This design comes from an exercise in tuning for small area on the open sky130 flow, not from production work.
In this exercise RTL edits were held to simulation tests only and were not proved equivalent to the original.
The clock port is modelled as an ideal driver; clocking choices that lean on that would not hold on a real chip.
Power figures rest on the tool's default switching activity, not on a simulated workload.

File: flow/config.mk
export PLATFORM = sky130hd
export DESIGN_NAME = lacap
export DESIGN_NICKNAME = lacap
export VERILOG_FILES = /design/flow/design.v
export SDC_FILE = /design/flow/constraint.sdc
export NUM_CORES = 4
export LEC_CHECK = 0
export CAP_MARGIN = 20
export CORE_MARGIN = 2
export CORE_UTILIZATION = 65
export SLEW_MARGIN = 20
File: flow/flow/run.sh
#!/bin/bash
# Layout flow: the standard ORFS flow (standard synthesis, floorplan,
# tap cells and power grid unchanged), with three changes:
#  - ports are buffered with sky130_fd_sc_hd__buf_1 instead of the larger
#    cell buffer_ports picks by default (every port still gets a buffer);
#  - clock tree synthesis uses clkbuf_8 with sink clusters of at most 15
#    flip-flops, and inserts no dummy loads;
#  - after clock tree synthesis, gates off the critical paths are sized
#    down (repair_timing -recover_power, flow/recover.tcl).
# Each tool's full output goes to ORFS's own logs (orfs/logs) and the make
# output to flow_make.log in the work folder.
set -euo pipefail
cd "$(dirname "${BASH_SOURCE[0]}")/.."
export BUFFER_PORTS_ARGS="-buffer_cell sky130_fd_sc_hd__buf_1"
export CTS_ARGS="-sink_clustering_enable -repair_clock_nets -dont_use_dummy_load -buf_list sky130_fd_sc_hd__clkbuf_8 -sink_clustering_size 15 -sink_clustering_max_diameter 80"
export POST_CTS_TCL="$PWD/flow/recover.tcl"
bash standard.sh > flow_make.log 2>&1
File: flow/design.v
module lacap_fifo #(
    parameter DEPTH = 8,
    parameter AW    = 3
) (
    input  wire        clk,
    input  wire        rst,
    input  wire        push,
    input  wire [31:0] push_data,
    input  wire        pop,
    input  wire        clear,
    output wire [31:0] head,
    output reg  [AW:0] level
);
    reg [31:0]      mem [0:DEPTH-1];
    reg [DEPTH-1:0] rd_oh;
    reg [DEPTH-1:0] wr_oh;
    reg [31:0] h;
    integer i;
    always @(*) begin
        h = 32'd0;
        for (i = 0; i < DEPTH; i = i + 1)
            h = h | (mem[i] & {32{rd_oh[i]}});
    end
    assign head = h;
    genvar g;
    generate
        for (g = 0; g < DEPTH; g = g + 1) begin : w
            always @(posedge clk) begin
                if (push && wr_oh[g])
                    mem[g] <= push_data;
            end
        end
    endgenerate
    always @(posedge clk) begin
        if (rst || clear) begin
            rd_oh <= {{(DEPTH-1){1'b0}}, 1'b1};
            wr_oh <= {{(DEPTH-1){1'b0}}, 1'b1};
            level <= {(AW+1){1'b0}};
        end else begin
            if (push)
                wr_oh <= {wr_oh[DEPTH-2:0], wr_oh[DEPTH-1]};
            if (pop)
                rd_oh <= {rd_oh[DEPTH-2:0], rd_oh[DEPTH-1]};
            if (push && !pop)
                level <= level + 1'b1;
            else if (pop && !push)
                level <= level - 1'b1;
        end
    end
endmodule
module lacap_in_unit (
    input  wire [28:0] lines,
    input  wire [4:0]  in_base,        
    input  wire [4:0]  count_field,    
    input  wire [30:0] isr,            
    input  wire [4:0]  isr_count,      
    output wire        will_push,
    output wire [31:0] push_word,
    output wire [31:0] new_bits,       
    output wire [30:0] isr_load,       
    output wire [4:0]  isr_count_next
);
    wire [5:0] n = {(count_field == 5'd0), count_field};
    reg  [5:0] total;
    reg  [4:0] e;              
    reg        c, b;
    integer i;
    always @(*) begin
        c = 1'b0;
        b = 1'b1;
        for (i = 0; i < 5; i = i + 1) begin
            total[i] = isr_count[i] ^ n[i] ^ c;
            c = (isr_count[i] & n[i]) | (c & (isr_count[i] ^ n[i]));
            e[i] = isr_count[i] ^ ~in_base[i] ^ b;
            b = (isr_count[i] & ~in_base[i]) | (b & (isr_count[i] ^ ~in_base[i]));
        end
        total[5] = n[5] ^ c;
    end
    assign will_push      = total[5];
    assign isr_count_next = total[4:0];
    wire [31:0] r0 = {3'b000, lines & (~29'd0 << in_base)};
    wire [31:0] r1 = e[0] ? {r0[30:0], r0[31]}    : r0;
    wire [31:0] r2 = e[1] ? {r1[29:0], r1[31:30]} : r1;
    wire [31:0] r3 = e[2] ? {r2[27:0], r2[31:28]} : r2;
    wire [31:0] r4 = e[3] ? {r3[23:0], r3[31:24]} : r3;
    wire [31:0] r5 = e[4] ? {r4[15:0], r4[31:16]} : r4;
    assign new_bits = r5;
    wire [31:0] ge_c = ~32'd0 << isr_count;    
    assign push_word = ({1'b0, isr} & ~ge_c) | (r5 & ge_c);
    assign isr_load  = ge_c[30:0] | {31{will_push}};
endmodule
module lacap_bau (
    input  wire        sel_req,        
    input  wire [5:0]  pin_count,      
    input  wire [18:0] sample_count,   
    input  wire [4:0]  pin,
    input  wire [18:0] sample,
    output wire [19:0] word,           
    output wire [4:0]  offset
);
    wire [18:0] s   = sel_req ? sample_count : sample;
    wire [4:0]  add = sel_req ? 5'd31 : pin;
    wire [5:0]  p   = pin_count;
    wire        one0 = p[0];
    wire        two0 = p[1] & ~p[0];
    wire        neg0 = p[1];
    wire        one1 = p[2] ^ p[1];
    wire        two1 = (p[3] & ~p[2] & ~p[1]) | (~p[3] & p[2] & p[1]);
    wire        neg1 = p[3] & ~(p[2] & p[1]);
    wire        one2 = p[4] ^ p[3];
    wire        two2 = p[5] | (p[4] & p[3]);
    wire [19:0] m0 = ({1'b0, s} & {20{one0}}) | ({s, 1'b0} & {20{two0}});
    wire [19:0] m1 = ({1'b0, s} & {20{one1}}) | ({s, 1'b0} & {20{two1}});
    wire [19:0] m2 = ({1'b0, s} & {20{one2}}) | ({s, 1'b0} & {20{two2}});
    wire [24:0] r0 = {{5{neg0}}, m0 ^ {20{neg0}}};
    wire [24:0] r1 = {{3{neg1}}, m1 ^ {20{neg1}}, 2'b00};
    wire [24:0] r2 = {1'b0, m2, 1'b0, neg1, 1'b0, neg0};
    wire [24:0] x  = {20'd0, add};
    wire [24:0] s1 = r0 ^ r1 ^ r2;
    wire [24:0] c1 = {(r0[23:0] & r1[23:0]) | (r0[23:0] & r2[23:0]) | (r1[23:0] & r2[23:0]), 1'b0};
    wire [24:0] s2 = s1 ^ c1 ^ x;
    wire [24:0] c2 = {(s1[23:0] & c1[23:0]) | (s1[23:0] & x[23:0]) | (c1[23:0] & x[23:0]), 1'b0};
    reg  [24:0] index;
    reg         cy;
    integer i;
    always @(*) begin
        cy = 1'b0;
        for (i = 0; i < 25; i = i + 1) begin
            index[i] = s2[i] ^ c2[i] ^ cy;
            cy = (s2[i] & c2[i]) | (cy & (s2[i] ^ c2[i]));
        end
    end
    assign word   = index[24:5];
    assign offset = index[4:0];
endmodule
module lacap #(
    parameter [31:0] BASE = 32'h5020_0000
) (
    input  wire        clk,
    input  wire        rst,           
    input  wire        bus_valid,
    input  wire        bus_write,
    input  wire [8:0]  bus_addr,      
    input  wire [31:0] bus_wdata,
    output reg         bus_rvalid,
    output reg  [31:0] bus_rdata,
    input  wire [28:0] lines,
    output wire        mem_we,
    output wire [31:0] mem_addr,
    output wire [31:0] mem_wdata
);
    localparam FIFO_DEPTH = 8;
    localparam [31:0] RXQ_ADDR = BASE + 32'h20;
    localparam R_SU_CTRL      = 7'd0;
    localparam R_SU_STAT      = 7'd1;
    localparam R_SU_CLKDIV    = 7'd2;
    localparam R_SU_PINCTRL   = 7'd3;
    localparam R_SU_SHIFTCTRL = 7'd4;
    localparam R_SU_WRAP      = 7'd5;
    localparam R_SU_PC        = 7'd6;
    localparam R_SU_INSTR     = 7'd7;
    localparam R_SU_RXQ       = 7'd8;
    localparam R_SLOT_CLAIM   = 7'd9;
    localparam R_SLOT_RELEASE = 7'd10;
    localparam R_SLOT_STAT    = 7'd11;
    localparam R_LA_ERR       = 7'd12;
    localparam R_TE_READ      = 7'd64;
    localparam R_TE_WRITE     = 7'd65;
    localparam R_TE_COUNT     = 7'd66;
    localparam R_TE_CTRL      = 7'd67;
    localparam R_TE_DONE      = 7'd68;
    localparam R_GEO_PC       = 7'd80;
    localparam R_GEO_SC       = 7'd81;
    localparam R_BAU_PIN      = 7'd82;
    localparam R_BAU_SAMPLE   = 7'd83;
    localparam R_BAU_REQ      = 7'd84;
    localparam R_BAU_WORD     = 7'd85;
    localparam R_BAU_OFFSET   = 7'd86;
    function [32:0] radd;    
        input [31:0] a;
        input [31:0] b;
        input        cin;
        integer i;
        reg c;
        begin
            c = cin;
            for (i = 0; i < 32; i = i + 1) begin
                radd[i] = a[i] ^ b[i] ^ c;
                c = (a[i] & b[i]) | (c & (a[i] ^ b[i]));
            end
            radd[32] = c;
        end
    endfunction
    function rgt;
        input [31:0] a;
        input [31:0] b;
        integer i;
        reg g;
        begin
            g = 1'b0;
            for (i = 0; i < 32; i = i + 1)
                g = (a[i] & ~b[i]) | (~(a[i] ^ b[i]) & g);
            rgt = g;
        end
    endfunction
    reg         slot_out;          
    reg  [4:0]  su_pc;
    reg  [4:0]  wrap_bottom;
    reg  [4:0]  wrap_top;
    reg         su_en;
    reg  [4:0]  in_base;
    reg  [15:0] clkdiv_int;
    reg  [7:0]  clkdiv_frac;
    reg  [23:0] phase;
    reg  [30:0] isr;               
    reg  [4:0]  isr_count;
    reg         inj_valid;
    reg  [15:0] inj_instr;
    reg         inj_ok;
    reg         stalled;
    reg         su_fault;
    reg         err_cap, err_rel, err_ill, err_res, err_emp, err_seq;
    reg         te_rd_ok;          
    reg  [29:0] te_waddr;          
    reg  [31:0] te_count;
    reg  [31:0] te_done;
    reg         te_busy;
    reg  [5:0]  geo_pin_count;
    reg  [18:0] geo_sample_count;
    reg  [4:0]  bau_pin;
    reg  [18:0] bau_sample;
    wire [31:0] rxq_head;
    wire [3:0]  rxq_level;
    wire        rxq_empty = (rxq_level == 4'd0);
    wire        rxq_full  = rxq_level[3];
    wire [6:0]  widx    = bus_addr[8:2];
    wire        aligned = (bus_addr[1:0] == 2'b00);
    wire        is_imem = (widx[6:5] == 2'b01);
    wire        mapped  = aligned &&
                          ((widx <= R_LA_ERR) || is_imem ||
                           (widx >= R_TE_READ && widx <= R_TE_DONE) ||
                           (widx >= R_GEO_PC && widx <= R_BAU_OFFSET));
    wire        hw = bus_valid &&  bus_write;
    wire        hr = bus_valid && !bus_write;
    wire [31:0] v  = bus_wdata;
    wire        hwa = hw && aligned;
    wire        hi0 = (v[31:16] == 16'd0);
    wire        v_in   = (v[15:5] == 11'b010_00000_000);
    wire        v_wait = (v[15:8] == 8'b001_00000) && (v[6:5] == 2'd0) && !rgt({27'd0, v[4:0]}, 32'd28);
    wire        v_ok   = v_in || v_wait;
    reg         w_seq;
    reg         w_bad;
    always @(*) begin
        w_seq = 1'b0;
        w_bad = 1'b0;
        case (widx)
            R_SU_CTRL:      w_bad = (v[31:3] != 29'd0);
            R_SU_CLKDIV:    begin w_seq = su_en; w_bad = (v[7:0] != 8'd0) || (v[31:16] == 16'd0); end
            R_SU_PINCTRL:   begin w_seq = su_en; w_bad = rgt(v, 32'd28); end
            R_SU_SHIFTCTRL: begin w_seq = su_en; w_bad = (v != 32'd3); end
            R_SU_WRAP:      begin w_seq = su_en;
                                  w_bad = (v[31:13] != 19'd0) || (v[7:5] != 3'd0) || rgt({27'd0, v[4:0]}, {27'd0, v[12:8]}); end
            R_SU_PC:        begin w_seq = su_en; w_bad = rgt(v, 32'd31); end
            R_SU_INSTR:     begin w_seq = su_en; w_bad = !hi0; end
            R_LA_ERR:       w_bad = !hi0;
            R_TE_READ:      begin w_seq = te_busy; w_bad = (v != RXQ_ADDR); end
            R_TE_WRITE:     begin w_seq = te_busy; w_bad = (v[1:0] != 2'b00); end
            R_TE_COUNT:     w_seq = te_busy;
            R_TE_CTRL:      begin
                                w_bad = (v[31:1] != 31'h1A);
                                w_seq = te_busy || (!w_bad && v[0] && !te_rd_ok);
                            end
            R_GEO_PC:       w_bad = (v == 32'd0) || rgt(v, 32'd32);
            R_GEO_SC:       w_bad = rgt(v, 32'd500000);
            R_BAU_PIN:      w_bad = rgt(v, 32'd31);
            R_BAU_SAMPLE:   w_bad = rgt(v, 32'd524287);
            default:        if (is_imem) begin w_seq = su_en; w_bad = !hi0; end
        endcase
    end
    wire w_ok = hwa && !w_seq && !w_bad;    
    wire rd_rxq   = hr && aligned && (widx == R_SU_RXQ);
    wire host_pop = rd_rxq && !rxq_empty;
    wire rd_claim = hr && aligned && (widx == R_SLOT_CLAIM);
    wire wr_rel   = hwa && (widx == R_SLOT_RELEASE);
    wire rel_ok   = slot_out && (v == 32'd0);
    wire [23:0] div256   = {clkdiv_int, clkdiv_frac};
    wire [32:0] ph_inc   = radd({16'd0, phase[23:8]}, 32'd0, 1'b1);
    wire [24:0] phase_up = {ph_inc[16:0], phase[7:0]};
    wire [32:0] ph_sub   = radd({7'd0, phase_up}, ~{8'd0, div256}, 1'b1);
    wire [25:0] phase_dn = ph_sub[25:0];
    wire        su_run   = su_en && !su_fault;
    wire        tick     = su_run && !phase_dn[25];
    wire        rd_instr = (widx == R_SU_INSTR);
    wire [15:0] fetched;
    wire        fetched_ok;
    wire [15:0] hr_imem;
    lacap_imem u_imem (
        .clk      (clk),
        .rst      (rst),
        .we       (w_ok && is_imem),
        .waddr    (widx[4:0]),
        .wdata    (v[15:0]),
        .wok      (v_ok),
        .raddr    (rd_instr ? su_pc : widx[4:0]),
        .rdata    (hr_imem),
        .faddr    (su_pc),
        .fdata    (fetched),
        .fok      (fetched_ok)
    );
    wire [4:0]  i_low   = inj_valid ? inj_instr[4:0] : fetched[4:0];
    wire        i_pol   = inj_valid ? inj_instr[7]   : fetched[7];
    wire        i_wait  = inj_valid ? inj_instr[13]  : fetched[13];
    wire        i_ok    = inj_valid ? inj_ok         : fetched_ok;
    wire        is_in   = i_ok && !i_wait;
    wire        is_wait = i_ok &&  i_wait;
    wire [31:0] lines_ext = {3'b000, lines};
    wire        wait_ok = (lines_ext[i_low] == i_pol);
    wire        in_push;
    wire [31:0] in_word;
    wire [31:0] in_bits;
    wire [30:0] in_load;
    wire [4:0]  in_count;
    lacap_in_unit u_in (
        .lines          (lines),
        .in_base        (in_base),
        .count_field    (i_low),
        .isr            (isr),
        .isr_count      (isr_count),
        .will_push      (in_push),
        .push_word      (in_word),
        .new_bits       (in_bits),
        .isr_load       (in_load),
        .isr_count_next (in_count)
    );
    wire [32:0] pc_inc = radd({27'd0, su_pc}, 32'd0, 1'b1);
    wire in_stall   = in_push && rxq_full;
    wire t_complete = tick && ((is_in && !in_stall) || (is_wait && wait_ok));
    wire t_stall    = tick && ((is_in && in_stall) || (is_wait && !wait_ok));
    wire t_illegal  = tick && !i_ok;
    wire su_push    = t_complete && is_in && in_push;
    wire te_step = te_busy && !rxq_empty && !rd_rxq;
    assign mem_we    = te_step;
    assign mem_addr  = {te_waddr, 2'b00};
    assign mem_wdata = rxq_head;
    wire ctrl_ok = w_ok && (widx == R_SU_CTRL);
    lacap_fifo #(.DEPTH(FIFO_DEPTH), .AW(3)) u_rxq (
        .clk       (clk),
        .rst       (rst),
        .push      (su_push),
        .push_data (in_word),
        .pop       (te_step || host_pop),
        .clear     (ctrl_ok && v[1]),
        .head      (rxq_head),
        .level     (rxq_level)
    );
    wire [19:0] bau_word;
    wire [4:0]  bau_offset;
    lacap_bau u_bau (
        .sel_req      (widx[1:0] == 2'b00),    
        .pin_count    (geo_pin_count),
        .sample_count (geo_sample_count),
        .pin          (bau_pin),
        .sample       (bau_sample),
        .word         (bau_word),
        .offset       (bau_offset)
    );
    wire [15:0] la_err = {6'd0, err_seq, 2'b00, err_emp, err_res, err_ill, err_rel, 1'b0, err_cap, 1'b0};
    reg [31:0] rdata;
    always @(*) begin
        rdata = 32'd0;
        if (aligned) begin
            case (widx)
                R_SU_CTRL:      rdata = {31'd0, su_en};
                R_SU_STAT:      rdata = {11'd0, isr_count, 5'd0, su_fault, inj_valid, stalled,
                                         rxq_level, 2'b00, rxq_full, rxq_empty};
                R_SU_CLKDIV:    rdata = {clkdiv_int, clkdiv_frac, 8'd0};
                R_SU_PINCTRL:   rdata = {27'd0, in_base};
                R_SU_SHIFTCTRL: rdata = 32'd3;
                R_SU_WRAP:      rdata = {19'd0, wrap_top, 3'd0, wrap_bottom};
                R_SU_PC:        rdata = {27'd0, su_pc};
                R_SU_INSTR:     rdata = {16'd0, inj_valid ? inj_instr : hr_imem};
                R_SU_RXQ:       rdata = rxq_empty ? 32'd0 : rxq_head;
                R_SLOT_CLAIM:   rdata = {32{slot_out}};
                R_SLOT_STAT:    rdata = {31'd0, slot_out};
                R_LA_ERR:       rdata = {16'd0, la_err};
                R_TE_READ:      rdata = te_rd_ok ? RXQ_ADDR : 32'd0;
                R_TE_WRITE:     rdata = {te_waddr, 2'b00};
                R_TE_COUNT:     rdata = te_count;
                R_TE_CTRL:      rdata = {te_busy, 31'h34};
                R_TE_DONE:      rdata = te_done;
                R_GEO_PC:       rdata = {26'd0, geo_pin_count};
                R_GEO_SC:       rdata = {13'd0, geo_sample_count};
                R_BAU_PIN:      rdata = {27'd0, bau_pin};
                R_BAU_SAMPLE:   rdata = {13'd0, bau_sample};
                R_BAU_REQ:      rdata = {12'd0, bau_word};
                R_BAU_WORD:     rdata = {12'd0, bau_word};
                R_BAU_OFFSET:   rdata = {27'd0, bau_offset};
                default:        if (is_imem) rdata = {16'd0, hr_imem};
            endcase
        end
    end
    always @(posedge clk) begin
        bus_rdata <= rdata;
        if (rst)
            bus_rvalid <= 1'b0;
        else
            bus_rvalid <= hr;
    end
    integer b;
    always @(posedge clk) begin
        for (b = 0; b < 31; b = b + 1)
            if (t_complete && is_in && in_load[b])
                isr[b] <= in_bits[b];
    end
    always @(posedge clk) begin
        if (rst) begin
            slot_out    <= 1'b0;
            su_pc       <= 5'd0;
            wrap_bottom <= 5'd0;
            wrap_top    <= 5'd31;
            su_en       <= 1'b0;
            in_base     <= 5'd0;
            clkdiv_int  <= 16'd1;
            clkdiv_frac <= 8'd0;
            phase       <= 24'd0;
            isr_count   <= 5'd0;
            inj_valid   <= 1'b0;
            inj_instr   <= 16'd0;
            inj_ok      <= 1'b0;
            stalled     <= 1'b0;
            su_fault    <= 1'b0;
            err_cap     <= 1'b0;
            err_rel     <= 1'b0;
            err_ill     <= 1'b0;
            err_res     <= 1'b0;
            err_emp     <= 1'b0;
            err_seq     <= 1'b0;
        end else begin
            if (su_run)
                phase <= tick ? phase_dn[23:0] : phase_up[23:0];
            if (t_complete) begin
                stalled <= 1'b0;
                if (inj_valid)
                    inj_valid <= 1'b0;
                else if (su_pc == wrap_top)
                    su_pc <= wrap_bottom;
                else
                    su_pc <= pc_inc[4:0];
                if (is_in)
                    isr_count <= in_count;
            end
            if (t_stall)
                stalled <= 1'b1;
            if (t_illegal)
                su_fault <= 1'b1;
            if (rd_claim)
                slot_out <= 1'b1;
            if (wr_rel && rel_ok)
                slot_out <= 1'b0;
            if (ctrl_ok) begin
                if (v[2]) begin
                    isr_count <= 5'd0;
                    inj_valid <= 1'b0;
                    stalled   <= 1'b0;
                    su_fault  <= 1'b0;
                    phase     <= 24'd0;
                end
                su_en <= v[0];
            end
            if (w_ok && widx == R_SU_CLKDIV) begin
                clkdiv_int  <= v[31:16];
                clkdiv_frac <= v[15:8];
            end
            if (w_ok && widx == R_SU_PINCTRL)
                in_base <= v[4:0];
            if (w_ok && widx == R_SU_WRAP) begin
                wrap_bottom <= v[4:0];
                wrap_top    <= v[12:8];
            end
            if (w_ok && widx == R_SU_PC)
                su_pc <= v[4:0];
            if (w_ok && widx == R_SU_INSTR) begin
                inj_instr <= v[15:0];
                inj_ok    <= v_ok;
                inj_valid <= 1'b1;
            end
            if (w_ok && widx == R_LA_ERR) begin
                if (v[1]) err_cap <= 1'b0;
                if (v[3]) err_rel <= 1'b0;
                if (v[4]) err_ill <= 1'b0;
                if (v[5]) err_res <= 1'b0;
                if (v[6]) err_emp <= 1'b0;
                if (v[9]) err_seq <= 1'b0;
            end
            if (rd_claim && slot_out)             err_cap <= 1'b1;
            if (wr_rel && !rel_ok)                err_rel <= 1'b1;
            if (t_illegal)                        err_ill <= 1'b1;
            if ((bus_valid && !mapped) || (hw && mapped && !w_seq && w_bad))
                                                  err_res <= 1'b1;
            if (rd_rxq && rxq_empty)              err_emp <= 1'b1;
            if (hw && mapped && w_seq)            err_seq <= 1'b1;
        end
    end
    wire [32:0] te_waddr_inc = radd({2'b00, te_waddr}, 32'd0, 1'b1);
    wire [32:0] te_count_dec = radd(te_count, ~32'd0, 1'b0);
    wire [32:0] te_done_inc  = radd(te_done, 32'd0, 1'b1);
    always @(posedge clk) begin
        if (rst) begin
            te_rd_ok         <= 1'b0;
            te_waddr         <= 30'd0;
            te_count         <= 32'd0;
            te_done          <= 32'd0;
            te_busy          <= 1'b0;
            geo_pin_count    <= 6'd1;
            geo_sample_count <= 19'd0;
            bau_pin          <= 5'd0;
            bau_sample       <= 19'd0;
        end else begin
            if (te_step) begin
                te_waddr <= te_waddr_inc[29:0];
                te_count <= te_count_dec[31:0];
                te_done  <= te_done_inc[31:0];
                if (te_count == 32'd1)
                    te_busy <= 1'b0;
            end
            if (w_ok && widx == R_TE_READ)
                te_rd_ok <= 1'b1;
            if (w_ok && widx == R_TE_WRITE)
                te_waddr <= v[31:2];
            if (w_ok && widx == R_TE_COUNT)
                te_count <= v;
            if (w_ok && widx == R_TE_CTRL && v[0]) begin
                te_done <= 32'd0;
                te_busy <= (te_count != 32'd0);
            end
            if (w_ok && widx == R_GEO_PC)
                geo_pin_count <= v[5:0];
            if (w_ok && widx == R_GEO_SC)
                geo_sample_count <= v[18:0];
            if (w_ok && widx == R_BAU_PIN)
                bau_pin <= v[4:0];
            if (w_ok && widx == R_BAU_SAMPLE)
                bau_sample <= v[18:0];
        end
    end
endmodule
module lacap_imem (
    input  wire        clk,
    input  wire        rst,
    input  wire        we,
    input  wire [4:0]  waddr,
    input  wire [15:0] wdata,
    input  wire        wok,
    input  wire [4:0]  raddr,
    output wire [15:0] rdata,
    input  wire [4:0]  faddr,
    output wire [15:0] fdata,       
    output wire        fok
);
    reg  [15:0] mem [0:31];
    reg  [31:0] ok;
    wire [15:0] d  = wdata & {16{~rst}};
    wire        dk = wok & ~rst;
    genvar g;
    generate
        for (g = 0; g < 32; g = g + 1) begin : w
            wire en = rst | (we && waddr == g);
            always @(posedge clk) begin
                if (en) begin
                    mem[g] <= d;
                    ok[g]  <= dk;
                end
            end
        end
    endgenerate
    assign rdata = mem[raddr];
    assign fdata = mem[faddr];
    assign fok   = ok[faddr];
endmodule
File: flow/flow/recover.tcl
# Sourced at the end of ORFS's cts step (POST_CTS_TCL): size down gates
# that have timing slack to spare, then legalize the placement again.
estimate_parasitics -placement
report_design_area
repair_timing -recover_power 100 -verbose
detailed_placement
check_placement -verbose
estimate_parasitics -placement
report_worst_slack
report_design_area
File: flow/constraint.sdc
create_clock -name core_clock -period 12.0 [get_ports {clk}]
set_input_delay 2.4000 -clock core_clock [delete_from_list [all_inputs] [get_ports {clk}]]
set_output_delay 2.4000 -clock core_clock [all_outputs]
set_load 0.01 [all_outputs]
File: flow/standard.sh
#!/bin/bash
# synth_recipe.tcl (not shown) runs the flow's synth.tcl, then flattens the netlist and writes it again
# the make line also repeats each setting of config.mk as NAME=value (left out here)
make -C /OpenROAD-flow-scripts/flow DESIGN_CONFIG=/design/flow/config.mk WORK_HOME=/design/flow/orfs CLKGATE_MAP_FILE= SYNTH_SCRIPT=/design/flow/synth_recipe.tcl "${@:-finish}"
==> flow_summary.ini, run 1 <==
[pwr]
irDropWorstVdd_uv = 142.1
p_per_area_mw_per_mm2 = 116.3
p_leak_uw = 0.02055

[synth]
synth_cells = 4758
synth_top_cell_area_share_pct = 46.11
yosys-top-cells-area = edfxtp_1 46%, dfxtp_1 11%, a22oi_1 4.1%
netlist_area_sq_mm = 0.05412
ys.flop_type = edfxtp_1
synth_edf_count = 831
synthArstFlopShare_pct = 0
seq_area_frac_synth_pct = 57.17
syn-mean-instance-area_sq_um = 11.38
yosysUniqueCellTypes = 92
ys_ff_latch = 1130
yosysTopAreaCell = edfxtp_1
yosysWarnings = 7

[worst_setup_path]
startpoint_type = input port
r2r-start = phase[0]
end_kind = register
worstPathMaxFanout = 5
slowest_stage = fa_1
critPathMaxStageDelay_ns = 0.52
worst_ep_required_time_ns = 12.66
crit_path_frequent_cell = fa_2
worstPathArrival_ns = 12.38
crit_start = bus_addr[3]
worstSetupPathType = in -> reg

[route]
remaining_drc_errors = 0
via_count = 43180
wl_per_cell_um = 32.51
drt_iter0_drc = 8371
via_per_inst = 7.281
drt-total-wl_mm = 192.8
first_pass_iters = 10
antenna_left = 0

[cells_and_area]
utilization_pct = 70.80
final_cell_mix = 831 x edfxtp_1, 457 x nand2_1, 437 x nor2_1, 338 x a21oi_1
fin_nets = 5155
layout_commonest_cell = edfxtp_1
drive_above_1_share_pct = 9.475
regArea_sq_mm = 0.03095
fillers = 6009
multi_input_area_sq_mm = 0.02161
syn_to_final_growth_pct = 7.585

[timing]
slew_headroom_pct = 20.44
drv_slew = 0
max_freq_mhz = 85.32
rsz0062_at_grt = false
holdWs_ns = 0.4643
worst_slew_pin_slew_ns = 1.193
period_share_pct = 97.67
hold_viol = 0
fin_ws_ns = 0.2798
finalSetupViolCount = 0
fin_skew_ns = 0.08213
min_period_ns = 11.72

[die]
core_sq_mm = 0.08224
placementRows = 105
die_area_sq_mm = 0.08559
io-pin-count = 172
floorplan.initialDensity_pct = 65.81
chipWidth_um = 292.6
die_y_um = 292.6

[place]
dp_slack_ns = -0.2301
numPortBuffers = 169
gp_congestion = 1.065
dpl.hpwl_mm = 124.7

[clock_tree]
path_clk_slew_ns = 0.10
cts_tree = yes
clock-sinks = 1130
clkLatencyLatePin_ns = 0.78

[run_status]
outcome = complete, no violations

[global_routing]
grt_start_max_net_pins = 77
grt_pass1_vias = 40120
grt-ovfl-total = 0
grt_pass1_wl_mm = 274.6
antenna_found_initial = 12
grt_usage_pct = 44.16

[worst_hold_path]
worst_hold_path_type = reg -> reg
holdCritStartpoint = phase[23]

[job]
max-cap-violations = 0
-- where the power goes --
group	internal, uW	switching (uW)
combinational	137	369
sequential	4350	66.9
clock	642	1210
total	5130	1640
-- synth_stat cells, types with 24 or more instances --
library cell / instances
edfxtp_1: 831
nand2_1: 463
nor2_1: 457
a21oi_1: 338
dfxtp_1: 299
a22oi_1: 295
clkbuf_1: 274
inv_1: 155
ha_1: 147
o21ai_0: 116
nand3_1: 115
mux2i_1: 113
a221oi_1: 95
nand4_1: 90
a22o_1: 80
fa_1: 77
mux2_2: 69
a222oi_1: 67
nor3_1: 57
a211oi_1: 51
xnor2_1: 49
buf_1: 43
a31oi_1: 38
a311oi_1: 33
nand2b_1: 32
and2_1: 25
nor2b_1: 24
-- path summary, 6_finish.rpt --
check / endpoint / cells past startpoint / slack (ns)
setup reg to reg: u_rxq.level[3] / 43 / 0.85
hold reg to reg: phase[23] / 2 / 0.46
setup / recovery: bus_rdata[19] / 39 / 0.28
hold / removal: phase[23] / 2 / 0.46
-- layer usage --
metal,global-route usage (%),share of wire [%]
met5,0,0.053
met4,20.83,5.2
met3,15.05,16
met2,64.35,43
met1,59.80,36
-- final cells by class --
type	instances	area share [%]
diodes	5	0.02149
repair buffers	354	4.298
well taps	1070	2.299
inverters	168	1.089
clock buffers	86	2.033
flip-flops and latches	1130	53.15
multi-input cells	3117	37.11
-- state kept, by name, summed over array words and instances (netlist names), 16 cells and up --
signal,cells
bau_sample,19
bus_rdata,32
clkdiv_int,16
geo_sample_count,19
inj_instr,16
isr,31
phase,24
te_count,32
te_done,32
te_waddr,30
u_imem.mem,512
u_imem.ok,32
u_rxq.mem,256
-- metrics by stage --
step	total power [uW]	cell area, sq um	instances	setup TNS, ns
after global placement	4944	56280	5804	-0.09916
final	6769	58230	5930	0
after detailed placement	4954	56300	5805	-0.3926
after floorplan	4714	54240	4759	-0.005022
after global routing	6893	58220	5926	0
-- kinds of logic after synthesis --
| kind of cell | share of synthesized area (%) |
|---|---|
| and+or+nand+nor | 11.25 |
| AOI/OAI and AO/OA | 16.60 |
| DFF | 57.17 |
| buffers and inverters | 3.683 |
| adders and majority gates | 6.246 |
| muxes | 4.073 |
| xor gates and xnor gates | 0.9709 |
| other | 0.006929 |
-- critical path, delay by kind of cell --
| kind | cells | cell delay (ns) |
|---|---|---|
| compound gates | 3 | 0.41 |
| xor+xnor | 3 | 0.53 |
| fa+ha+maj | 24 | 8.08 |
| buf+inv | 6 | 0.42 |
| simple gates | 3 | 0.55 |
==> run 2: changes to the inputs <==
==> flow/flow/run.sh (replaced) <==
#!/bin/bash
# Layout flow: the standard ORFS flow (standard synthesis, floorplan,
# tap cells and power grid unchanged), with two changes:
#  - ports are buffered with sky130_fd_sc_hd__buf_1 instead of the larger
#    cell buffer_ports picks by default (every port still gets a buffer);
#  - clock tree synthesis uses clkbuf_8 with sink clusters of at most 15
#    flip-flops, and inserts no dummy loads.
# Each tool's full output goes to ORFS's own logs (orfs/logs) and the make
# output to flow_make.log in the work folder.
set -euo pipefail
cd "$(dirname "${BASH_SOURCE[0]}")/.."
export BUFFER_PORTS_ARGS="-buffer_cell sky130_fd_sc_hd__buf_1"
export CTS_ARGS="-sink_clustering_enable -repair_clock_nets -dont_use_dummy_load -buf_list sky130_fd_sc_hd__clkbuf_8 -sink_clustering_size 15 -sink_clustering_max_diameter 80"
bash standard.sh > flow_make.log 2>&1
--- a/flow/config.mk
+++ b/flow/config.mk
@@ -9,3 +9,3 @@
 export CORE_MARGIN = 2
-export CORE_UTILIZATION = 65
+export CORE_UTILIZATION = 72
 export SLEW_MARGIN = 20
removed: flow/flow/recover.tcl
==> run 2 against run 1 <==
Count of clock-buffer cells in the layout up 1. Die area shrank 9.6%. Final cell count decreased by 2.1%. Cell area is 1.2% lower. Sequential cell count stayed put. Sequential share of layout area grew 0.66 points. Via count up 1.6%. Global-route usage up 3.3 points. Register-to-register slack lost 0.08 ns. Critical endpoint unchanged. Largest power group unchanged.
==> flow_summary.ini, run 2 <==
[route]
antenna_left = 0
drt-total-wl_mm = 186.3
first_pass_iters = 14
remaining_drc_errors = 0
drt_iter0_drc = 8760
via_per_inst = 7.551
via_count = 43860
wl_per_cell_um = 32.08

[synth]
synth_top_cell_area_share_pct = 46.11
synth_cells = 4758
syn-mean-instance-area_sq_um = 11.38
ys_ff_latch = 1130
synth_most_common_cell = edfxtp_1
yosys-top-cells-area = edfxtp_1 46%, dfxtp_1 11%, a22oi_1 4.1%
synth_commonest_cells = 831 x edfxtp_1, 463 x nand2_1, 457 x nor2_1
synth_edf_count = 831
ys.flop_type = edfxtp_1
yosysWarnings = 7
seq_area_frac_synth_pct = 57.17
netlist_area_sq_mm = 0.05412
yosysTopAreaCell = edfxtp_1
synthArstFlopShare_pct = 0
yosysUniqueCellTypes = 92

[timing]
hold_viol = 0
max_freq_mhz = 86.36
period_share_pct = 96.50
slew_headroom_pct = 20.25
worst_slew_pin_slew_ns = 1.193
finalSetupViolCount = 0
rsz0062_at_grt = false
fin_skew_ns = 0.1018
min_period_ns = 11.58
drv_slew = 0

[global_routing]
grt_pass1_wl_mm = 267.4
antenna_found_initial = 10
grt-ovfl-total = 0
grt_pass1_vias = 40370
grt_start_max_net_pins = 84
grt_usage_pct = 47.44

[clock_tree]
ctsResizeCount = 0
clock-sinks = 1130
path_clk_slew_ns = 0.11
cts_max_path_buffers = 3
cts-root-buf = clkbuf_8
cts_hold_buffers = 0
cts_buffers = 87
cts_tree = yes
cts_setup_buffers = 0
clkLatencyLatePin_ns = 0.79
h-tree-depth = 3

[run_status]
outcome = complete, no violations

[die]
chipWidth_um = 278.2
core_sq_mm = 0.07445
die_y_um = 278.2
io-pin-count = 172
placementRows = 100
floorplan.initialDensity_pct = 72.70
die_area_sq_mm = 0.07738

[worst_setup_path]
endpoint = bus_rdata[19]
worstPathArrival_ns = 12.26
slowest_stage = fa_1
crit_path_frequent_cell = fa_2
cpLargestDelayFamily = adder cells
crit_start = bus_addr[2]
r2r-start = phase[0]
r2r_slack_ns = 0.77
worst_ep_required_time_ns = 12.68
critPathBufInv = 6
rr_endpoint = u_rxq.mem[7][30]
r2r_cells = 37
worstSetupPathType = in -> reg
startpoint_type = input port
worstPathMaxFanout = 6
critPathMaxStageDelay_ns = 0.53
crit_cells = 39
end_kind = register

[cells_and_area]
largest_reg_flops = 512
drive_above_1_share_pct = 9.874
fin_area_sq_mm = 0.05752
final_cells = 5808
largest_registers = u_imem.mem: 512 flops, u_rxq.mem: 256 flops
final_cell_mix = 831 x edfxtp_1, 459 x nand2_1, 438 x nor2_1, 338 x a21oi_1, 296 x dfxtp_1
utilization_pct = 77.26
largest-register = u_imem.mem
fin_nets = 5131
syn_to_final_growth_pct = 6.267
fillers = 4804
layout_commonest_cell = edfxtp_1

[pwr]
p_per_area_mw_per_mm2 = 117.4
irDropWorstVdd_uv = 134.0
p_leak_uw = 0.02029

[place]
placed_area_sq_mm = 0.05621
dpl.hpwl_mm = 121.1
gp_congestion = 1.029
numPortBuffers = 169
placed_cells = 5711

[job]
max-cap-violations = 0

[worst_hold_path]
worst_hold_path_type = reg -> reg
==> run 2: cell counts after synthesis <==
Identical to the previous run, type by type.
==> run 2: how the worst min path moves through the flow <==
stage	startpoint	depth (start not counted)	endpoint
after global routing	phase[10]	2	phase[10]
after detailed placement	phase[12]	2	phase[12]
final	phase[10]	2	phase[10]
after CTS	phase[12]	2	phase[12]
after global placement	phase[12]	2	phase[12]
after floorplan	inj_instr[14]	2	inj_instr[14]
==> run 2: metrics by stage <==
step / setup slack, ns / power (uW) / TNS [ns] / hold slack [ns]
finish: 0.4202 / 6752 / 0 / 0.4671
global route: 0.1355 / 6860 / 0 / 0.4969
CTS: 0.4876 / 6688 / 0 / 0.4661
detailed placement: -0.2808 / 4951 / -0.4538 / 0.4515
global placement: -0.1448 / 4938 / -0.1902 / 0.4453
floorplan: -0.005022 / 4714 / -0.005022 / 0.4338
==> run 2: layout make-up <==
type | count | area, sq um | share of cell area, %
antenna | 8 | 20.02 | 0.03481
clock buffer | 87 | 1197 | 2.082
tap | 969 | 1212 | 2.108
inverter | 168 | 633.1 | 1.101
sequential | 1130 | 30950 | 53.80
multi-input combinational | 3117 | 21630 | 37.61
timing repair buffer | 329 | 1874 | 3.259
==> run 2: power by group <==
| group | internal (uW) | switching, uW |
|---|---|---|
| sequential | 4350 | 66.7 |
| clock | 649 | 1200 |
| combinational | 119 | 366 |
| total | 5120 | 1630 |
==> run 2: metal layers <==
| metal | wire, um | global-route usage [%] | up-vias |
|---|---|---|---|
| met5 | 235 | 0.7505 | - |
| met2 | 76240 | 66.19 | 4144 |
| met4 | 11190 | 22.37 | 18 |
| met3 | 33810 | 19.16 | 802 |
| met1 | 64830 | 65.05 | 20810 |
| li1 | - | - | 18080 |
==> run 2: kinds of logic (layout without fill, tap and decap cells) <==
group	after synthesis	after routing	synth area share, %
AOI/OAI and AO/OA	1274	1274	16.60
adders and majority gates	224	224	6.246
buffers and inverters	512	584	3.683
muxes	196	196	4.073
xor gates and xnor gates	60	60	0.9709
DFF	1130	1130	57.17
other	1	10	0.006929
and+or+nand+nor	1361	1361	11.25
==> run 2: worst min-delay path: stages, from the launching register on <==
cell and delay (ns):
dfxtp_1 0.33, nand2_1 0.05, a21oi_1 0.05
==> run 3: changes to the inputs <==
--- a/flow/design.v
+++ b/flow/design.v
@@ -367,36 +367,29 @@
     wire [15:0] la_err = {6'd0, err_seq, 2'b00, err_emp, err_res, err_ill, err_rel, 1'b0, err_cap, 1'b0};
-    reg [31:0] rdata;
-    always @(*) begin
-        rdata = 32'd0;
-        if (aligned) begin
-            case (widx)
-                R_SU_CTRL:      rdata = {31'd0, su_en};
-                R_SU_STAT:      rdata = {11'd0, isr_count, 5'd0, su_fault, inj_valid, stalled,
-                                         rxq_level, 2'b00, rxq_full, rxq_empty};
-                R_SU_CLKDIV:    rdata = {clkdiv_int, clkdiv_frac, 8'd0};
-                R_SU_PINCTRL:   rdata = {27'd0, in_base};
-                R_SU_SHIFTCTRL: rdata = 32'd3;
-                R_SU_WRAP:      rdata = {19'd0, wrap_top, 3'd0, wrap_bottom};
-                R_SU_PC:        rdata = {27'd0, su_pc};
-                R_SU_INSTR:     rdata = {16'd0, inj_valid ? inj_instr : hr_imem};
-                R_SU_RXQ:       rdata = rxq_empty ? 32'd0 : rxq_head;
-                R_SLOT_CLAIM:   rdata = {32{slot_out}};
-                R_SLOT_STAT:    rdata = {31'd0, slot_out};
-                R_LA_ERR:       rdata = {16'd0, la_err};
-                R_TE_READ:      rdata = te_rd_ok ? RXQ_ADDR : 32'd0;
-                R_TE_WRITE:     rdata = {te_waddr, 2'b00};
-                R_TE_COUNT:     rdata = te_count;
-                R_TE_CTRL:      rdata = {te_busy, 31'h34};
-                R_TE_DONE:      rdata = te_done;
-                R_GEO_PC:       rdata = {26'd0, geo_pin_count};
-                R_GEO_SC:       rdata = {13'd0, geo_sample_count};
-                R_BAU_PIN:      rdata = {27'd0, bau_pin};
-                R_BAU_SAMPLE:   rdata = {13'd0, bau_sample};
-                R_BAU_REQ:      rdata = {12'd0, bau_word};
-                R_BAU_WORD:     rdata = {12'd0, bau_word};
-                R_BAU_OFFSET:   rdata = {27'd0, bau_offset};
-                default:        if (is_imem) rdata = {16'd0, hr_imem};
-            endcase
-        end
-    end
+    wire        a = aligned;
+    wire [31:0] rdata =
+        ({32{a && widx == R_SU_CTRL}}      & {31'd0, su_en}) |
+        ({32{a && widx == R_SU_STAT}}      & {11'd0, isr_count, 5'd0, su_fault, inj_valid, stalled,
+                                              rxq_level, 2'b00, rxq_full, rxq_empty}) |
+        ({32{a && widx == R_SU_CLKDIV}}    & {clkdiv_int, clkdiv_frac, 8'd0}) |
+        ({32{a && widx == R_SU_PINCTRL}}   & {27'd0, in_base}) |
+        ({32{a && widx == R_SU_SHIFTCTRL}} & 32'd3) |
+        ({32{a && widx == R_SU_WRAP}}      & {19'd0, wrap_top, 3'd0, wrap_bottom}) |
+        ({32{a && widx == R_SU_PC}}        & {27'd0, su_pc}) |
+        ({32{a && widx == R_SU_INSTR}}     & {16'd0, inj_valid ? inj_instr : hr_imem}) |
+        ({32{a && widx == R_SU_RXQ && !rxq_empty}}    & rxq_head) |
+        ({32{a && widx == R_SLOT_CLAIM && slot_out}}) |
+        ({32{a && widx == R_SLOT_STAT}}    & {31'd0, slot_out}) |
+        ({32{a && widx == R_LA_ERR}}       & {16'd0, la_err}) |
+        ({32{a && widx == R_TE_READ && te_rd_ok}}     & RXQ_ADDR) |
+        ({32{a && widx == R_TE_WRITE}}     & {te_waddr, 2'b00}) |
+        ({32{a && widx == R_TE_COUNT}}     & te_count) |
+        ({32{a && widx == R_TE_CTRL}}      & {te_busy, 31'h34}) |
+        ({32{a && widx == R_TE_DONE}}      & te_done) |
+        ({32{a && widx == R_GEO_PC}}       & {26'd0, geo_pin_count}) |
+        ({32{a && widx == R_GEO_SC}}       & {13'd0, geo_sample_count}) |
+        ({32{a && widx == R_BAU_PIN}}      & {27'd0, bau_pin}) |
+        ({32{a && widx == R_BAU_SAMPLE}}   & {13'd0, bau_sample}) |
+        ({32{a && (widx == R_BAU_REQ || widx == R_BAU_WORD)}} & {12'd0, bau_word}) |
+        ({32{a && widx == R_BAU_OFFSET}}   & {27'd0, bau_offset}) |
+        ({32{a && is_imem}}                & {16'd0, hr_imem});
     always @(posedge clk) begin
--- a/flow/config.mk
+++ b/flow/config.mk
@@ -9,3 +9,3 @@
 export CORE_MARGIN = 2
-export CORE_UTILIZATION = 72
+export CORE_UTILIZATION = 65
 export SLEW_MARGIN = 20
==> run 3 against run 2 <==
Still clean. Clock power hardly changed. Synthesized cell count decreased by 1.5%. Global-route usage down 2.5 points. Utilization down 6.9 points. Sequential share of layout area is 0.44 points lower. Via count is 1.2% lower. Worst setup slack got worse by 0.20 ns. Cell area is 0.81% higher. Largest cell class unchanged. Highest routed layer unchanged.
==> flow_summary.ini, run 3 <==
[pwr]
irDropWorstVdd_uv = 147.1
p_leak_uw = 0.02006
p_per_area_mw_per_mm2 = 116.1

[die]
die_area_sq_mm = 0.08573
chipWidth_um = 292.8
die_y_um = 292.8
core_sq_mm = 0.08237
placementRows = 105
io-pin-count = 172
floorplan.initialDensity_pct = 65.81

[timing]
drv_slew = 0
period_share_pct = 98.18
tns_ns = 0
finalSetupViolCount = 0
hold_viol = 0
worst_slew_pin_slew_ns = 1.254
max_freq_mhz = 84.88
fin_skew_ns = 0.1022
holdWs_ns = 0.4567
min_period_ns = 11.78
rsz0062_at_grt = false
slew_headroom_pct = 16.11

[clock_tree]
cts_tree = yes
cts-root-buf = clkbuf_8
path_clk_slew_ns = 0.10
cts_max_path_buffers = 3
h-tree-depth = 3
clkLatencyLatePin_ns = 0.80
cts_hold_buffers = 0
clock-sinks = 1130
cts_buffers = 87

[route]
first_pass_iters = 9
highest_layer = met5
drt-total-wl_mm = 195.8
met1_length_mm = 72.10
drt_iter0_drc = 7824
via_per_inst = 7.371
antenna_left = 0
via_count = 43340
wl_per_cell_um = 33.31
remaining_drc_errors = 0
wl_met2_mm = 78.11
met3_length_mm = 35.03

[worst_setup_path]
startpoint_type = input port
worstSetupPathType = in -> reg
crit_path_frequent_cell = fa_2
critPathBufInv = 4
critPathMaxStageDelay_ns = 0.51
worst_ep_required_time_ns = 12.61
slowest_stage = fa_1
worstPathMaxFanout = 5
end_kind = register
cpLargestDelayFamily = adder cells
worstPathArrival_ns = 12.39

[synth]
ys.flop_type = edfxtp_1
synthArstFlopShare_pct = 0
yosys-top-cells-area = edfxtp_1 46%, dfxtp_1 11%, a22oi_1 3.8%
netlist_area_sq_mm = 0.05421
synth_commonest_cells = 831 x edfxtp_1, 529 x nand2_1, 409 x nor2_1
synth_most_common_cell = edfxtp_1
synth_edf_count = 831
synth_cells = 4689
ys_ff_latch = 1130
yosysTopAreaCell = edfxtp_1
syn-mean-instance-area_sq_um = 11.56
seq_area_frac_synth_pct = 57.07
synth_top_cell_area_share_pct = 46.03
yosysUniqueCellTypes = 89
yosysWarnings = 7

[place]
gp_congestion = 1.025
dpl.hpwl_mm = 129.8
numPortBuffers = 169
placed_cells = 5786

[cells_and_area]
final_cell_mix = 831 x edfxtp_1, 517 x nand2_1, 390 x nor2_1, 296 x dfxtp_1, 272 x a22oi_1
layout_commonest_cell = edfxtp_1
largest-register = u_imem.mem
fillers = 5951
final_cells = 5880
syn_to_final_growth_pct = 6.952
multi_input_area_sq_mm = 0.02177
fin_nets = 5105
regArea_sq_mm = 0.03094
largest_registers = u_imem.mem: 512 flops, u_rxq.mem: 256 flops
largest_reg_flops = 512
utilization_pct = 70.39
drive_above_1_share_pct = 10.43

[global_routing]
grt-ovfl-total = 0
grt_pass1_vias = 39500
grt_pass1_wl_mm = 276.5
grt_usage_pct = 44.90
grt_start_max_net_pins = 74
antenna_found_initial = 9

[run_status]
outcome = complete, no violations

[job]
max-cap-violations = 0

[worst_hold_path]
worst_hold_path_type = reg -> reg
-- run 3: what timing repair did --
item                       4_1_cts  5_1_grt
setup buffers                    0        2
setup endpoints to repair        0        3
resized for setup                0       14
-- run 3: tightest hold or removal path: cells and delay by family (launching register included) --
kind             cells  cell delay (ns)
AO/OA/AOI/OAI        1             0.05
AND/OR/NAND/NOR      1             0.05
flip-flops           1             0.31
-- run 3: logic make-up after synthesis --
family          share of synthesized area (%)
compound gates                          15.30
other cells                          0.006917
flops                                   57.07
mux                                     5.327
simple gates                            11.46
fa+ha+maj                               6.254
xor+xnor                                1.015
buf+inv                                 3.566
-- run 3: report_power, final --
group	switching (uW)	internal (uW)	total [uW]
Sequential	63.8	4350	4410
Combinational	357	106	463
Clock	1200	648	1850
-- run 3: final timing paths --
check	from	endpoint	slack (ns)	cells past startpoint
max	bus_addr[3]	bus_rdata[19]	0.22	38
max reg2reg	phase[0]	u_rxq.level[3]	0.62	42
min reg2reg	u_rxq.wr_oh[7]	u_rxq.wr_oh[7]	0.46	2
min	u_rxq.wr_oh[7]	u_rxq.wr_oh[7]	0.46	2
-- run 3: metrics by stage --
stage	worst slack (ns)	power [uW]	cell area, sq um
global route	0.0001545	6854	57970
floorplan	-0.06228	4689	54310
detailed placement	-0.5071	4927	56670
finish	0.2181	6730	57980
global placement	-0.4608	4918	56670
CTS	0.2584	6674	57870
-- run 3: final cells by class --
type	count	area share, %
clock buffers	87	2.065
flip-flops and latches	1130	53.37
multi-input cells	3063	37.54
repair buffers	363	3.638
diodes	5	0.02158
inverters	162	1.060
well taps	1070	2.309
-- run 3: metal layers --
layer / vias to the layer above / track usage [%]
met5: - / 0.3971
met4: 10 / 19.82
met3: 698 / 19.30
met2: 3812 / 60.84
met1: 20930 / 62.73
li1: 17890 / -
==> run 4: changes to the inputs <==
--- a/flow/config.mk
+++ b/flow/config.mk
@@ -9,3 +9,3 @@
 export CORE_MARGIN = 2
-export CORE_UTILIZATION = 65
+export CORE_UTILIZATION = 72
 export SLEW_MARGIN = 20
==> run 4 against run 3 <==
Critical endpoint unchanged. Still clean. Critical path type unchanged. First-iteration DRC count up 25%. Synthesized cell count unchanged. Worst setup slack better by 0.020 ns. Combinational power shrank 1%. Power up 0.22%. Global-route usage is 4.9 points higher. Clock power is essentially flat. Critical path depth did not move.
==> flow_summary.ini, run 4 <==
[route]
drt-total-wl_mm = 196.1
wl_per_cell_um = 33.88
remaining_drc_errors = 0
via_per_inst = 7.696
via_count = 44540
antenna_left = 0
drt_iter0_drc = 9759
first_pass_iters = 11

[die]
core_sq_mm = 0.07445
die_y_um = 278.4
placementRows = 100
io-pin-count = 172
chipWidth_um = 278.4
die_area_sq_mm = 0.07751
floorplan.initialDensity_pct = 72.82

[pwr]
irDropWorstVdd_uv = 155.6
p_leak_uw = 0.02011
fin_total_pwr_uw = 6745
p_per_area_mw_per_mm2 = 116.3

[synth]
synth_top_cell_area_share_pct = 46.03
ys_ff_latch = 1130
yosysTopAreaCell = edfxtp_1
synth_most_common_cell = edfxtp_1
yosysWarnings = 7
synth_edf_count = 831
synth_cells = 4689
netlist_area_sq_mm = 0.05421
yosysUniqueCellTypes = 89
synthArstFlopShare_pct = 0
seq_area_frac_synth_pct = 57.07
synth_commonest_cells = 831 x edfxtp_1, 529 x nand2_1, 409 x nor2_1
yosys-top-cells-area = edfxtp_1 46%, dfxtp_1 11%, a22oi_1 3.8%
ys.flop_type = edfxtp_1
syn-mean-instance-area_sq_um = 11.56

[global_routing]
grt_start_max_net_pins = 82
antenna_found_initial = 15
grt_pass1_wl_mm = 279.4
grt-ovfl-total = 0
grt_pass1_vias = 41410
grt_usage_pct = 49.79

[job]
max-cap-violations = 0

[timing]
max_freq_mhz = 85.02
min_period_ns = 11.76
slew_headroom_pct = 15.14
drv_slew = 0
period_share_pct = 98.02
finalSetupViolCount = 0
tns_ns = 0
fin_skew_ns = 0.1146
worst_slew_pin_slew_ns = 1.263
hold_viol = 0

[worst_setup_path]
crit_path_frequent_cell = fa_2
worst_ep_required_time_ns = 12.61
worstPathMaxFanout = 6
slowest_stage = fa_1
critPathMaxStageDelay_ns = 0.51
end_kind = register
startpoint_type = input port
worstSetupPathType = in -> reg
worstPathArrival_ns = 12.37

[cells_and_area]
largest_registers = u_imem.mem: 512 flops, u_rxq.mem: 256 flops
fillers = 4525
fin_nets = 5109
fin_area_sq_mm = 0.05797
regArea_sq_mm = 0.03094
multi_input_area_sq_mm = 0.02179
drive_above_1_share_pct = 10.42
layout_commonest_cell = edfxtp_1
largest_reg_flops = 512
final_cells = 5788
largest-register = u_imem.mem
utilization_pct = 77.87
syn_to_final_growth_pct = 6.931
final_cell_mix = 831 x edfxtp_1, 517 x nand2_1, 394 x nor2_1, 296 x dfxtp_1, 272 x a22oi_1

[place]
gp_congestion = 1.051
placed_area_sq_mm = 0.05655
numPortBuffers = 169
dpl.hpwl_mm = 128.9
placed_cells = 5687

[clock_tree]
cts-root-buf = clkbuf_8
cts_buffers = 86
cts_max_path_buffers = 3
clock-sinks = 1130
cts_tree = yes
h-tree-depth = 3
clkLatencyLatePin_ns = 0.79
path_clk_slew_ns = 0.11

[run_status]
outcome = complete, no violations

[worst_hold_path]
worst_hold_path_type = reg -> reg
==> run 4: changes by cell type in the layout (fill, tap and decap cells not counted), moves of 2 or more <==
cell / before / now
nor2_4: 9 / 6
buf_6: 0 / 5
nand2_2: 12 / 8
diode_2: 5 / 10
nor3_2: 13 / 15
nor2b_4: 4 / 6
buf_12: 1 / 3
nor2b_2: 5 / 2
nor2_1: 390 / 394
nand2_4: 0 / 4
==> run 4: metal layers <==
metal  up-vias  wire length, um  track usage [%]
met1     21030            66900            67.95
li1      17910                -                -
met3       866            37950            21.29
met5         -              102           0.5629
met2      4727            79790            68.90
met4        12            11350            23.47
==> run 4: cells by family (layout without fill, tap and decap cells) <==
logic type	after synthesis	count (layout)	share of synthesized area [%]
and+or+nand+nor	1370	1370	11.46
AOI/OAI and AO/OA	1141	1141	15.30
DFF	1130	1130	57.07
buffers and inverters	497	616	3.566
muxes	263	263	5.327
adders and majority gates	225	225	6.254
xor gates and xnor gates	62	62	1.015
other	1	12	0.006917
==> run 4: worst paths after layout <==
check                      start        endpoint  slack (ns)  cells past startpoint
hold reg to reg   u_rxq.wr_oh[6]  u_rxq.wr_oh[7]        0.43                      2
setup reg to reg        phase[0]  u_rxq.level[3]        0.48                     42
setup / recovery     bus_addr[2]   bus_rdata[19]        0.24                     38
hold / removal    u_rxq.wr_oh[6]  u_rxq.wr_oh[7]        0.43                      2
==> run 4: power by group <==
group          total [uW]  switching (uW)  leakage, uW  internal (uW)
Combinational         458             346      0.00926            112
Sequential           4430            75.2       0.0102           4350
Clock                1860            1220     0.000618            642
Total                6740            1640       0.0201           5100
==> run 4: per-stage QoR <==
stage	hold WS [ns]	setup slack (ns)
after global routing	0.4766	-0.004360
after floorplan	0.4317	-0.06228
after CTS	0.4334	0.1516
after global placement	0.4365	-0.4604
after detailed placement	0.4458	-0.5608
final	0.4324	0.2378
==> run 4: worst max-delay path: cells and delay by family <==
| family | cells | cell delay, ns |
|---|---|---|
| AOI/OAI and AO/OA | 3 | 0.43 |
| adders and majority gates | 24 | 8.24 |
| xor gates and xnor gates | 3 | 0.42 |
| buffers and inverters | 4 | 0.25 |
| and+or+nand+nor | 4 | 0.59 |
==> run 4: cell type report <==
class	instances	area share [%]
sequential	1130	53.38
clock buffer	86	2.042
multi-input combinational	3063	37.59
inverter	162	1.060
antenna	10	0.04317
tap	969	2.091
timing repair buffer	368	3.801
==> run 4: what timing repair did <==
action / 4_1_cts / 5_1_grt
hold buffers: 0 / 0
gates resized for setup: 0 / 35
buffers inserted: 0 / 4
setup endpoints to repair: 0 / 14
==> run 5: changes to the inputs <==
--- a/flow/flow/run.sh
+++ b/flow/flow/run.sh
@@ -2,3 +2,3 @@
 # Layout flow: the standard ORFS flow (standard synthesis, floorplan,
-# tap cells and power grid unchanged), with two changes:
+# tap cells and power grid unchanged), with three changes:
 #  - ports are buffered with sky130_fd_sc_hd__buf_1 instead of the larger
@@ -6,3 +6,5 @@
 #  - clock tree synthesis uses clkbuf_8 with sink clusters of at most 15
-#    flip-flops, and inserts no dummy loads.
+#    flip-flops, and inserts no dummy loads;
+#  - after clock tree synthesis, gates off the critical paths are sized
+#    down (repair_timing -recover_power, flow/recover.tcl).
 # Each tool's full output goes to ORFS's own logs (orfs/logs) and the make
@@ -13,2 +15,3 @@
 export CTS_ARGS="-sink_clustering_enable -repair_clock_nets -dont_use_dummy_load -buf_list sky130_fd_sc_hd__clkbuf_8 -sink_clustering_size 15 -sink_clustering_max_diameter 80"
+export POST_CTS_TCL="$PWD/flow/recover.tcl"
 bash standard.sh > flow_make.log 2>&1
==> flow/flow/recover.tcl (new file) <==
# Sourced at the end of ORFS's cts step (POST_CTS_TCL): size down gates
# that have timing slack to spare, then legalize the placement again.
estimate_parasitics -placement
report_design_area
repair_timing -recover_power 100 -verbose
detailed_placement
check_placement -verbose
estimate_parasitics -placement
report_worst_slack
report_design_area
--- a/flow/config.mk
+++ b/flow/config.mk
@@ -9,3 +9,3 @@
 export CORE_MARGIN = 2
-export CORE_UTILIZATION = 72
+export CORE_UTILIZATION = 65
 export SLEW_MARGIN = 20
==> run 5 against run 4 <==
Synthesized cell count is the same. Fmax is essentially flat. Power hardly changed. Final cell count grew 2.2%. Via count decreased by 2.2%. Register-to-register slack barely moved. Cell area increased by 1.1%. Largest power group unchanged.
==> flow_summary.ini, run 5 <==
[synth]
yosys-top-cells-area = edfxtp_1 46%, dfxtp_1 11%, a22oi_1 3.8%
ys.flop_type = edfxtp_1
synth_edf_count = 831
syn-mean-instance-area_sq_um = 11.56
seq_area_frac_synth_pct = 57.07
netlist_area_sq_mm = 0.05421
ys_ff_latch = 1130
synth_most_common_cell = edfxtp_1
yosysTopAreaCell = edfxtp_1
yosysWarnings = 7
yosysUniqueCellTypes = 89
synthArstFlopShare_pct = 0
synth_top_cell_area_share_pct = 46.03
synth_cells = 4689
synth_commonest_cells = 831 x edfxtp_1, 529 x nand2_1, 409 x nor2_1

[timing]
slew_headroom_pct = 19.32
drv_slew = 0
worst_slew_pin_slew_ns = 1.180
tns_ns = 0
rsz0062_at_grt = false
finalSetupViolCount = 0
period_share_pct = 97.94
fin_ws_ns = 0.2474
hold_viol = 0
fin_skew_ns = 0.08666
max_freq_mhz = 85.09
min_period_ns = 11.75

[worst_setup_path]
end_kind = register
critPathMaxStageDelay_ns = 0.51
worstPathArrival_ns = 12.36
worst_ep_required_time_ns = 12.61
worstSetupPathType = in -> reg
startpoint_type = input port
slowest_stage = fa_1
crit_path_frequent_cell = fa_2
worstPathMaxFanout = 5

[cells_and_area]
largest_reg_flops = 512
fillers = 5887
utilization_pct = 71.13
largest_registers = u_imem.mem: 512 flops, u_rxq.mem: 256 flops
final_cells = 5916
fin_nets = 5140
final_cell_mix = 831 x edfxtp_1, 517 x nand2_1, 391 x nor2_1, 296 x dfxtp_1, 272 x a22oi_1
drive_above_1_share_pct = 9.876
syn_to_final_growth_pct = 8.078
layout_commonest_cell = edfxtp_1
largest-register = u_imem.mem

[global_routing]
antenna_found_initial = 9
grt_usage_pct = 44.86
grt_start_max_net_pins = 74
grt-ovfl-total = 0
grt_pass1_vias = 39560
grt_pass1_wl_mm = 276.3

[route]
via_count = 43570
remaining_drc_errors = 0
drt-total-wl_mm = 196.4
wl_per_cell_um = 33.20
drt_iter0_drc = 8056
first_pass_iters = 13
via_per_inst = 7.364
antenna_left = 0

[place]
dp_slack_ns = -0.5071
numPortBuffers = 169
placed_cells = 5786
dpl.hpwl_mm = 129.8
gp_congestion = 1.025

[pwr]
p_per_area_mw_per_mm2 = 115.2
irDropWorstVdd_uv = 147.3
p_leak_uw = 0.02031

[clock_tree]
clock-sinks = 1130
cts_tree = yes
path_clk_slew_ns = 0.10
clkLatencyLatePin_ns = 0.79

[die]
chipWidth_um = 292.8
core_sq_mm = 0.08237
die_area_sq_mm = 0.08573
io-pin-count = 172
floorplan.initialDensity_pct = 65.81
die_y_um = 292.8
placementRows = 105

[run_status]
outcome = complete, no violations

[job]
max-cap-violations = 0

[worst_hold_path]
worst_hold_path_type = reg -> reg
-- run 5: cell counts after synthesis --
Identical to the previous run, type by type.
-- run 5: path summary, 6_finish.rpt --
path / endpoint / slack [ns] / cells past startpoint / startpoint
max: bus_rdata[19] / 0.25 / 38 / bus_addr[3]
min reg2reg: u_rxq.wr_oh[7] / 0.46 / 2 / u_rxq.wr_oh[7]
min: u_rxq.wr_oh[7] / 0.46 / 2 / u_rxq.wr_oh[7]
max reg2reg: u_rxq.mem[6][2] / 0.49 / 37 / phase[0]
-- run 5: layout make-up --
| class | instances | area, sq um | share of cell area [%] |
|---|---|---|---|
| timing repair buffer | 398 | 2765 | 4.719 |
| inverter | 162 | 615.6 | 1.051 |
| tap | 1070 | 1339 | 2.285 |
| sequential | 1130 | 30940 | 52.81 |
| multi-input combinational | 3063 | 21720 | 37.06 |
| antenna | 6 | 15.01 | 0.02563 |
| clock buffer | 87 | 1197 | 2.044 |
-- run 5: power by group --
group	internal, uW	switching (uW)	total (uW)	leakage (uW)
clock network	649	1200	1850	0.000626
logic	123	361	484	0.00945
registers	4350	64.7	4410	0.0102
total	5120	1630	6750	0.0203
-- run 5: critical path: cells and delay by family --
family / cells / cell delay, ns
buffers and inverters: 4 / 0.30
adder cells (fa/ha/maj): 24 / 8.24
XOR/XNOR: 3 / 0.39
AO/OA/AOI/OAI: 3 / 0.38
AND/OR/NAND/NOR: 4 / 0.65
-- run 5: layer usage --
layer,wire [um],up-vias,GRT usage [%],share of wire [%]
li1,-,17980,-,-
met1,71740,21040,62.87,37
met2,79070,3883,60.67,40
met3,35570,660,18.96,18
met4,10010,8,20.24,5.1
met5,45,-,0,0.023
-- run 5: through the flow --
stage | power [uW] | hold WS [ns] | cell area, sq um
after detailed placement | 4927 | 0.4425 | 56670
after global placement | 4918 | 0.4400 | 56670
final | 6750 | 0.4564 | 58590
after global routing | 6877 | 0.4806 | 58580
after floorplan | 4689 | 0.4317 | 54310
-- run 5: logic make-up after synthesis --
kind of cell / count (synthesis) / synth area share, %
other cells: 1 / 0.006917
fa+ha+maj: 225 / 6.254
compound gates: 1141 / 15.30
flops: 1130 / 57.07
simple gates: 1370 / 11.46
mux: 263 / 5.327
buf+inv: 497 / 3.566
xor+xnor: 62 / 1.015

port drivers added, routing unchanged:
The flow's constraints put no driver on any port. The routed layouts listed below were extracted and timed again, unchanged, in two steps.
Step 1 sets driving cells, clkbuf_16 on the clock port and buf_2 on the other inputs (assumed; they add their load-dependent delay and slew).
Step 2, shift: input delay + t, output delay - t, t = (earliest + latest rising clock arrival at the registers) / 2. This alone moves slack from input paths to output paths.
Slacks: ideal / step 1 / step 2; pairs: ideal / step 1.
run | shift t [ns] | setup WS [ns] | worst setup path after step 2 | worst slew at a driven data input, ns | pins driven straight from the clock port
run 1 | 0.809 | 0.280 / 0.323 / -0.486 | input to register | 0.08 | 1
run 2 | 0.804 | 0.420 / 0.466 / -0.338 | input to register | 0.12 | 1
run 3 | 0.802 | 0.218 / 0.257 / -0.545 | input to register | 0.05 | 1
run 4 | 0.808 | 0.238 / 0.276 / -0.532 | input to register | 0.06 | 1
run 5 | 0.795 | 0.247 / 0.288 / -0.508 | input to register | 0.05 | 1
With both steps, setup timing fails in every run listed, where it was met with ideal ports. The setup slack of run 4, which loses most, moves by +0.038 ns with the drivers and by -0.770 ns with both steps.
